This is an optimization exercise on Yosys and OpenROAD, whose aim is small area, not a production implementation. In this exercise RTL edits were held to simulation tests only and were not proved equivalent to the original. No activity file was given, so power comes from the tool's default toggle rates.

==> flow/design.v <==
module synth_ctrl_drv (
    input  wire       wr_ale,
    input  wire       wr_cs,
    input  wire [4:0] addr,
    input  wire [7:0] data,
    output wire [7:0] bus,
    output wire       ale,
    output wire       cs_n
);
    assign bus  = wr_cs ? data : {3'd0, addr[4] & wr_ale, addr[3:0]};
    assign ale  = wr_ale;
    assign cs_n = ~wr_cs;
endmodule
module synth_ctrl (
    input  wire        clk,
    input  wire        rst,           
    input  wire        tick,          
    input  wire        us_tick,       
    output wire [3:0]  sel,
    output wire        adc_req,
    input  wire        adc_valid,
    input  wire [9:0]  adc_data,
    output wire [7:0]  bus,
    output wire        ale,
    output wire        cs_n,
    output wire        nv_rd,
    output wire        nv_we,
    output wire        nv_word,
    output wire [7:0]  nv_addr,
    output wire [15:0] nv_wdata,
    input  wire        nv_rvalid,
    input  wire [15:0] nv_rdata,
    output wire [7:0]  led,
    output wire        led_sync,
    output wire        led_valid
);
    localparam [9:0] OFF_MAX     = 10'd613;
    localparam [9:0] OFF_DEFAULT = 10'd306;
    localparam [3:0] WF_TRI   = 4'b0001;
    localparam [3:0] WF_SAW   = 4'b0010;
    localparam [3:0] WF_PULSE = 4'b0100;
    localparam [3:0] WF_NOISE = 4'b1000;
    localparam [1:0] O3_NONE = 2'd0;
    localparam [1:0] O3_SYNC = 2'd1;
    localparam [1:0] O3_RING = 2'd2;
    localparam [2:0] S_LOAD = 3'd0;    
    localparam [2:0] S_IDLE = 3'd1;
    localparam [2:0] S_SET  = 3'd2;    
    localparam [2:0] S_WAIT = 3'd3;    
    localparam [2:0] S_POST = 3'd4;    
    localparam [2:0] S_PRE  = 3'd5;    
    localparam [2:0] S_ALE  = 3'd6;    
    localparam [2:0] S_CS   = 3'd7;    
    reg [2:0]  st;
    reg [3:0]  ch;
    reg [8:0]  cnt;
    reg        pending;
    reg [3:0]  wf;
    reg [1:0]  ft;
    reg [1:0]  md;
    reg        gate_off;
    reg        tm;
    reg [9:0]  off;
    reg [2:0]  sm;
    reg [2:0]  ign;
    reg        cdirty, cresync, fdirty, cvalid, ochg;
    reg        p_lo, p_hi;
    reg [9:0]  r0, r1, r2, r3, r4;
    reg [3:0]  res;
    wire settle_done = &cnt[8:4] & cnt[2];      
    wire hold_done   = cnt[3] & cnt[1];         
    assign sel     = ch;
    assign adc_req = (st == S_SET) && settle_done;
    wire   arrive  = (st == S_WAIT) && adc_valid;
    wire       ring = (md == O3_RING);
    wire       sync = (md == O3_SYNC);
    wire [3:0] wfe  = ring ? WF_TRI : wf;
    wire [2:0] fcode = {ft[1], ~ft[1] & ft[0], ~(ft[1] ^ ft[0])};    
    wire [10:0] fidx = {1'b0, r4} + {1'b0, off};
    wire [15:0] fval = fidx * 16'd40 + 16'd16;    
    wire ctrl_sel = (ch == 4'd4);
    wire wreq     = ctrl_sel ? (cresync | cdirty | fdirty) : (p_lo | p_hi);
    reg [4:0] waddr;
    reg [7:0] wdata;
    always @(*) begin
        case (ch)
            4'd2:    begin waddr = 5'h06; wdata = gate_off ? 8'h00 : 8'hF0; end
            4'd4:    begin
                if (cresync)     begin waddr = 5'h04; wdata = {wfe, 4'd0}; end
                else if (cdirty) begin waddr = 5'h04; wdata = {wfe, 1'b0, ring, sync, ~gate_off}; end
                else             begin waddr = 5'h18; wdata = {1'b0, fcode, 4'hF}; end
            end
            4'd5:    begin waddr = p_lo ? 5'h00 : 5'h01; wdata = p_lo ? fval[7:0] : fval[15:8]; end
            4'd6:    begin waddr = p_lo ? 5'h07 : 5'h08; wdata = p_lo ? fval[7:0] : fval[15:8]; end
            4'd7:    begin waddr = p_lo ? 5'h0E : 5'h0F; wdata = p_lo ? fval[7:0] : fval[15:8]; end
            4'd8:    begin waddr = p_lo ? 5'h02 : 5'h03; wdata = p_lo ? {r4[5:0], 2'b00} : {4'd0, r4[9:6]}; end
            4'd9:    begin waddr = p_lo ? 5'h15 : 5'h16; wdata = p_lo ? {5'd0, r4[1:0], 1'b0} : r4[9:2]; end
            default: begin waddr = 5'h17; wdata = {res, 4'h7}; end
        endcase
    end
    synth_ctrl_drv u_drv (
        .wr_ale (st == S_ALE),
        .wr_cs  (st == S_CS),
        .addr   (waddr),
        .data   (wdata),
        .bus    (bus),
        .ale    (ale),
        .cs_n   (cs_n)
    );
    wire gt512 = adc_data[9] & (|adc_data[8:0]);
    wire [2:0] s = {gt512, sm[2:1]};           
    reg [2:0] n_ign;
    reg       n_tm, n_gate, n_cd, n_cr, n_fd, sus, save_off;
    reg [3:0] n_wf;
    reg [1:0] n_md, n_ft;
    reg       inc, dec;
    reg [2:0] fr;
    always @(*) begin
        n_ign = ign; n_tm = tm; n_gate = gate_off; n_cd = cdirty; n_cr = cresync;
        n_fd = fdirty; n_wf = wf; n_md = md; n_ft = ft; sus = 1'b0; save_off = 1'b0;
        fr = s & ~n_ign;
        if (fr[0] && (fr[2] || n_ign[2])) begin
            n_ign = n_ign | 3'b101;
            n_tm  = ~tm;
            if (!tm) begin
                if (md != O3_NONE) begin
                    n_md = O3_NONE;
                    n_cd = 1'b1;
                end
            end else begin
                save_off = 1'b1;
            end
        end
        dec = n_tm & s[0] & ~s[2] & (off != 10'd0);
        inc = n_tm & s[2] & (s[0] ? (off == 10'd0) : (off != OFF_MAX));
        fr = s & ~n_ign;
        if (fr[1] && fr[2]) begin
            n_ign = n_ign | 3'b110;
            if (!gate_off) begin
                n_gate = 1'b1;
                sus    = 1'b1;
                n_cd   = 1'b1;
            end
        end
        fr = s & ~n_ign;
        if (!n_tm && fr[0]) begin
            n_ign = n_ign | 3'b001;
            n_ft  = ft + 2'd1;
            n_fd  = 1'b1;
        end
        if (wf == 4'd0) begin
            n_wf = WF_PULSE;
            n_cd = 1'b1;
        end
        fr = s & ~n_ign;
        if (fr[1]) begin
            n_ign = n_ign | 3'b010;
            if (n_gate) begin
                n_gate = 1'b0;
                sus    = 1'b1;
                n_cd   = 1'b1;
                n_cr   = 1'b1;
            end else begin
                n_wf = {n_wf[2:0], n_wf[3]};
                n_cd = 1'b1;
            end
        end
        fr = s & ~n_ign;
        if (!n_tm && !n_gate && fr[2]) begin
            n_ign = n_ign | 3'b100;
            n_cd  = 1'b1;
            if (md == O3_RING) begin
                n_md = O3_NONE;
                n_cr = 1'b1;
            end else begin
                n_md = md + 2'd1;
            end
        end
    end
    wire       pot_on = adc_data > 10'd50;
    wire [3:0] pot_wf = adc_data[9] ? (adc_data[8] ? WF_PULSE : WF_SAW) :
                        adc_data[8] ? WF_TRI : WF_NOISE;
    wire       x8lo  = adc_data < 10'd40;
    wire [9:0] cval  = (ch == 4'd8 && x8lo) ? 10'd40 : adc_data;
    wire       cneed = ~cvalid | (cval != r0) | (ochg & ~ch[3]);
    wire [3:0] rval  = adc_data[9:6];
    wire       rneed = ~cvalid | (rval != res);
    wire [3:0] ld_nib  = nv_rdata[7:4];
    wire       ld_wfok = (ld_nib == 4'h1) || (ld_nib == 4'h2) || (ld_nib == 4'h4) || (ld_nib == 4'h8);
    wire [9:0] ld_off  = nv_rdata[15] ? 10'd0 :
                         (nv_rdata[14:0] > {5'd0, OFF_MAX}) ? OFF_MAX : nv_rdata[9:0];
    wire post_end = (st == S_POST) && !wreq;
    assign nv_rd    = (st == S_LOAD) && !ch[0];
    assign nv_word  = ch[1] & ~ch[3];
    assign nv_we    = (arrive && ch == 4'd2 && save_off) ||
                      (post_end && ch == 4'd10 && sm != 3'd0);
    assign nv_addr  = {6'd0, nv_word, 1'b0};
    assign nv_wdata = {6'd0, off[9:8], nv_word ? off[7:0] : {wf, ft, md}};
    assign led       = tm ? 8'hFF : {gate_off ? 4'h0 : wfe, ring, fcode};
    assign led_sync  = tm | sync;
    assign led_valid = post_end && ch == 4'd11;
    always @(posedge clk) begin
        if (rst) begin
            st      <= S_LOAD;
            ch      <= 4'd0;
            pending <= 1'b0;
            gate_off <= 1'b0;
            tm      <= 1'b0;
            ign     <= 3'd0;
            cdirty  <= 1'b1;
            cresync <= 1'b0;
            fdirty  <= 1'b1;
            cvalid  <= 1'b0;
        end else begin
            if (tick && st != S_IDLE)
                pending <= 1'b1;
            case (st)
            S_LOAD: begin
                cnt <= 9'd0;
                case (ch[1:0])
                    2'd0: ch <= 4'd1;
                    2'd1: if (nv_rvalid) begin
                        if (nv_rdata[7:0] == 8'hFF) begin
                            wf  <= 4'd0;
                            ft  <= 2'd0;
                            md  <= O3_NONE;
                            off <= OFF_DEFAULT;
                            st  <= S_IDLE;
                        end else begin
                            wf  <= ld_wfok ? ld_nib : 4'd0;
                            ft  <= nv_rdata[3:2];
                            md  <= (nv_rdata[1:0] == 2'd3) ? O3_NONE : nv_rdata[1:0];
                            ch  <= 4'd2;
                        end
                    end
                    2'd2: ch <= 4'd3;
                    default: if (nv_rvalid) begin
                        off <= ld_off;
                        st  <= S_IDLE;
                    end
                endcase
            end
            S_IDLE: begin
                cnt <= 9'd0;
                ch  <= 4'd0;
                if (tick || pending) begin
                    pending <= pending && tick;
                    st      <= S_SET;
                end
            end
            S_SET: begin
                if (settle_done) begin
                    cnt <= 9'd0;
                    st  <= S_WAIT;
                end else begin
                    cnt <= cnt + {8'd0, us_tick};
                end
            end
            S_WAIT: begin
                if (adc_valid) begin
                    st   <= S_POST;
                    p_lo <= 1'b0;
                    p_hi <= 1'b0;
                    case (ch)
                    4'd0, 4'd1: sm <= s;
                    4'd2: begin
                        sm      <= s;
                        ign     <= n_ign;
                        tm      <= n_tm;
                        gate_off <= n_gate;
                        cdirty  <= n_cd;
                        cresync <= n_cr;
                        fdirty  <= n_fd;
                        wf      <= n_wf;
                        md      <= n_md;
                        ft      <= n_ft;
                        p_lo    <= sus;
                        ochg    <= inc | dec;
                        off     <= off + {{9{dec}}, inc | dec};
                    end
                    4'd3: if (pot_on && pot_wf != wf) begin
                        wf     <= pot_wf;
                        cdirty <= 1'b1;
                    end
                    4'd4: if (!tm) begin
                        if (adc_data > 10'd750) begin
                            if (md != O3_RING) begin
                                md     <= O3_RING;
                                cdirty <= 1'b1;
                            end
                        end else if (adc_data > 10'd300) begin
                            if (md != O3_SYNC) begin
                                md     <= O3_SYNC;
                                cdirty <= 1'b1;
                            end
                        end else if (adc_data <= 10'd100) begin
                            if (md != O3_NONE) begin
                                md      <= O3_NONE;
                                cdirty  <= 1'b1;
                                cresync <= 1'b1;
                            end
                        end
                    end
                    4'd10: begin
                        p_lo   <= rneed;
                        res    <= rval;
                        cvalid <= 1'b1;
                    end
                    default: begin
                        p_lo <= cneed;
                        p_hi <= cneed;
                        r0 <= r1; r1 <= r2; r2 <= r3; r3 <= r4; r4 <= cval;
                    end
                    endcase
                end
            end
            S_POST: begin
                if (wreq) begin
                    st <= S_PRE;
                end else begin
                    ch <= ch + 4'd1;
                    if (ch == 4'd10) begin
                        if (sm == 3'd0)
                            ign <= 3'd0;
                    end else if (ch == 4'd11) begin
                        st <= S_IDLE;
                    end else begin
                        st <= S_SET;
                    end
                end
            end
            S_PRE: st <= S_ALE;
            S_ALE: begin
                if (hold_done) begin
                    cnt <= 9'd0;
                    st  <= S_CS;
                end else begin
                    cnt <= cnt + {8'd0, us_tick};
                end
            end
            default: begin    
                if (hold_done) begin
                    cnt <= 9'd0;
                    st  <= S_POST;
                    if (ctrl_sel) begin
                        if (cresync)     cresync <= 1'b0;
                        else if (cdirty) cdirty  <= 1'b0;
                        else             fdirty  <= 1'b0;
                    end else begin
                        if (p_lo) p_lo <= 1'b0;
                        else      p_hi <= 1'b0;
                    end
                end else begin
                    cnt <= cnt + {8'd0, us_tick};
                end
            end
            endcase
        end
    end
endmodule
==> flow/run.sh <==
#!/bin/bash
# synth_recipe.tcl (not shown) runs the flow's synth.tcl, then flattens the netlist and writes it again
# the make line also repeats each setting of config.mk as NAME=value (left out here)
make -C /OpenROAD-flow-scripts/flow DESIGN_CONFIG=/design/flow/config.mk WORK_HOME=/design/flow/orfs CLKGATE_MAP_FILE= SYNTH_SCRIPT=/design/flow/synth_recipe.tcl finish
==> flow/config.mk <==
export PLATFORM = sky130hd
export DESIGN_NAME = synth_ctrl
export DESIGN_NICKNAME = synth_ctrl
export VERILOG_FILES = /design/flow/design.v
export SDC_FILE = /design/flow/constraint.sdc
export NUM_CORES = 4
export LEC_CHECK = 0
export CAP_MARGIN = 20
export CORE_MARGIN = 2
export CORE_UTILIZATION = 40
export SLEW_MARGIN = 20
==> flow/constraint.sdc <==
create_clock -name core_clock -period 10.0 [get_ports {clk}]
set_input_delay 2.0000 -clock core_clock [delete_from_list [all_inputs] [get_ports {clk}]]
set_output_delay 2.0000 -clock core_clock [all_outputs]
set_load 0.01 [all_outputs]
==> qor.yml <==
placed_design:
  routabilityCongestion: 0.888
  hpwlAfterDp_um: 16700
  port_buffers: 70
  dp.cells: 1158
sta:
  min_period_over_period_pct: 72.4
  skew_ns: 0.00908
  worst_slew_pin_slew_ns: 1.00
  max_freq_ghz: 0.138
  finalSetupTns_ns: 0
  rsz0062_at_grt: "false"
  whs_ns: 0.422
  min_period_ns: 7.24
  drv_slew: 0
  slew-limit-headroom_pct: 32.5
  final-setup-viol-count: 0
  finalHoldViolCount: 0
final_layout:
  antenna_cells: 0
  nets: 982
  drive_gt1_share_pct: 6.49
  final_util_pct: 46.4
  fill_cells: 1899
  fin_cells: 1174
  area_delta_synth_final_pct: 14.0
worst_hold_path:
  holdPathStages: 0
  hold_path.class: "register to register"
route:
  drt_iter0_drc: 684
  dr.pass1.iters: 7
  via_count: 6864
  drc: 0
  antenna_left: 0
  avgRoutedWirePerCell_um: 19.0
  wirelength_um: 22300
  drt-vias-per-instance: 5.85
synth:
  syn_inst: 870
  synthArstFlopShare_pct: 0
  synth_edf_count: 87
  synth_seq_cells: 104
  syn_area_per_cell_um2: 9.08
  yosys-top-cells-area: "edfxtp_1 33%, ha_1 6.8%, nor2_1 4.4%"
  yosysMostFrequentCell: "nor2_1"
  yosysTopAreaCellShare_pct: 33.1
  synth_top_area_cell: "edfxtp_1"
  synthFlopType: "edfxtp_1"
  seq_area_frac_synth_pct: 37.4
  yosysWarnings: 1
  netlist-cell-type-count: 91
  synth_area_um2: 7900
  yosys-top-cells-count: "92 x nor2_1, 87 x edfxtp_1, 61 x nand2_1"
worst_setup_path:
  crit_fanout: 6
  reg2regPathDepth: 16
  worstPathArrival_ns: 5.24
  critical_path_class: "register to primary output"
  critical_path.endpoint_type: "primary output"
  critPathLaunchType: "register"
  critPathRequiredTime_ns: 8.00
die:
  dieArea_um2: 20900
  die_x_um: 145
  io_pins: 84
  num_rows: 51
  die_h_um: 145
  start_util_pct: 40.7
  coreArea_um2: 19400
clocking:
  cts_tree: "built"
  clkSlewWorstSetupHoldPaths_ns: 0.08
  htree_num_levels: 3
  cts_root_buffer: "clkbuf_16"
  cts_resized: 0
  post-cts-setup-buffer-count: 0
  insertion_delay_ns: 0.36
  cts_buffers: 9
  postCtsHoldBufs: 0
  clkSinkCount: 104
  clk_path_buf_depth: 2
outcome:
  status: "timing/DRC/antenna clean"
power_and_ir_drop:
  ir_drop_mv: 0.102
  pwr-share-comb_pct: 51.6
  p_sw_uw: 780
  p_clk_share_pct: 19.2
  sw_frac_of_total_pct: 41.6
  power_density_nw_per_um2: 208
  power_mw: 1.88
  power_leakage_nw: 3.12
  p_int_mw: 1.10
  seq_power_share_pct: 29.2
grt:
  grt_first_pass_wirelength_um: 34500
  antenna_found_initial: 0
  grt_max_degree: 51
  overflow: 0
  grt_pass1_vias: 6310
  grt_usage_pct: 21.5
flow_run:
  cap_violations: 0
-- flip-flops by register name, indices dropped and copies added, names as in the netlist, 2 cells and up --
| name | cells |
|---|---|
| r1 | 10 |
| cnt | 9 |
| sm | 3 |
| st | 3 |
| r4 | 10 |
| off | 10 |
| md | 2 |
| ign | 3 |
| ft | 2 |
| r0 | 10 |
| wf | 4 |
| ch | 4 |
| res | 4 |
| r2 | 10 |
| r3 | 10 |
-- cell usage in the layout, fill, tap and decap left out, drive strengths merged, types with 5 or more instances in the layout --
cell type / n
a211oi: 16
a21o: 8
a21oi: 57
a31oi: 13
and2: 6
and3b: 5
buf: 6
clkbuf: 9
clkdlybuf4s50: 70
conb: 13
dfxtp: 17
edfxtp: 87
ha: 43
inv: 30
mux2: 8
mux2i: 5
nand2: 61
nand2b: 16
nand3: 20
nand3b: 11
nand4: 9
nor2: 93
nor2b: 21
nor3: 32
nor3b: 5
nor4: 12
o211ai: 9
o21a: 11
o21ai: 52
o22ai: 9
o31ai: 5
o41ai: 5
or2: 12
or3: 5
or4: 6
xnor2: 29
xor2: 21
-- metrics by stage --
stage                     cell area [um^2]  worst slack, ns
after floorplan                       7940             4.16
after global placement                8710             3.32
after detailed placement              8710             3.15
after CTS                             9010             2.77
after global routing                  9010             2.46
final                                 9010             2.76
-- power groups by stage --
stage | clock, mW | combinational (mW) | sequential [mW]
2_1_floorplan | 0 | 0.737 | 0.531
3_3_place_gp | 0 | 0.953 | 0.556
3_5_place_dp | 0 | 0.957 | 0.557
4_1_cts | 0.366 | 0.964 | 0.547
5_1_grt | 0.382 | 1.07 | 0.554
6_report | 0.359 | 0.969 | 0.548
-- worst max-delay path, cell delays in order (launching register included) --
cell and delay [ns]:
edfxtp_1 0.47, ha_1 0.26, or3_1 0.42, o31a_1 0.33, xnor2_1 0.42, nor2_1 0.09, a211o_1 0.26, xnor2_1 0.13
ha_1 0.26, or4_1 0.41, a21oi_1 0.20, o221a_2 0.25, and4b_1 0.20, a21oi_1 0.15, o21ai_1 0.11, a41oi_1 0.32
clkdlybuf4s50_1 0.60
-- per-layer routing --
layer / share of wire (%) / GRT usage, % / vias to the layer above / wire [um]
li1: - / - / 3294 / -
met1: 48 / 32.6 / 3266 / 10700
met2: 43 / 32.2 / 274 / 9650
met3: 6.8 / 3.08 / 30 / 1510
met4: 2.1 / 5.47 / 0 / 471
met5: 0 / 0 / - / 0
-- cell families (layout without fill, tap and decap cells) --
group | count (synthesis) | count (layout) | synth area share, %
simple gates | 326 | 326 | 21.8
compound gates | 240 | 240 | 20.5
flops | 104 | 104 | 37.4
buf+inv | 90 | 117 | 5.26
xor+xnor | 50 | 50 | 5.64
fa+ha+maj | 46 | 46 | 7.57
mux | 13 | 13 | 1.77
other cells | 1 | 13 | 0.0475
-- worst paths after layout --
check	start	to	slack [ns]
min reg2reg	r1[0]	r0[0]	0.42
max reg2reg	off[3]	off[8]	5.74
max	r4[5]	bus[6]	2.76
min	r1[0]	r0[0]	0.42
-- final cells by class --
cell class              instances  area [um^2]  area share (%)
inverters                      25         93.8            1.04
repair buffers                 76          746            8.28
multi-input cells             688         4590            50.9
flip-flops and latches        104         2950            32.8
clock buffers                   9          225            2.50
clock inverters                 7         71.3           0.792
well taps                     265          332            3.68

## afterwards: timing with drivers on the ports
The results above use ideal ports. As a check the final layout listed here was re-extracted and re-timed, cells and wires unchanged. Step 1: set_driving_cell puts a clkbuf_16 on clk and a buf_2 on each other input, an assumption about the parent block. Step 2 moves the port delays by t, midway between the first and last clock arrival at a register: inputs arrive t later, outputs are due t later. That takes back most of the time a late clock gives input paths. Three values: ideal, step 1, step 2; two values: the first two.
shift t [ns]: 0.393
setup slack, ns: 2.759 / 2.718 / 3.111
worst hold slack (ns): 0.422 / 0.422 / 0.422
worst slew at a driven data input, ns: 0.04
cell pins on the clock port's net: 1
After both steps this run still meets setup and hold. The setup slack of this run moves by -0.041 ns with the drivers and by +0.352 ns with both steps.
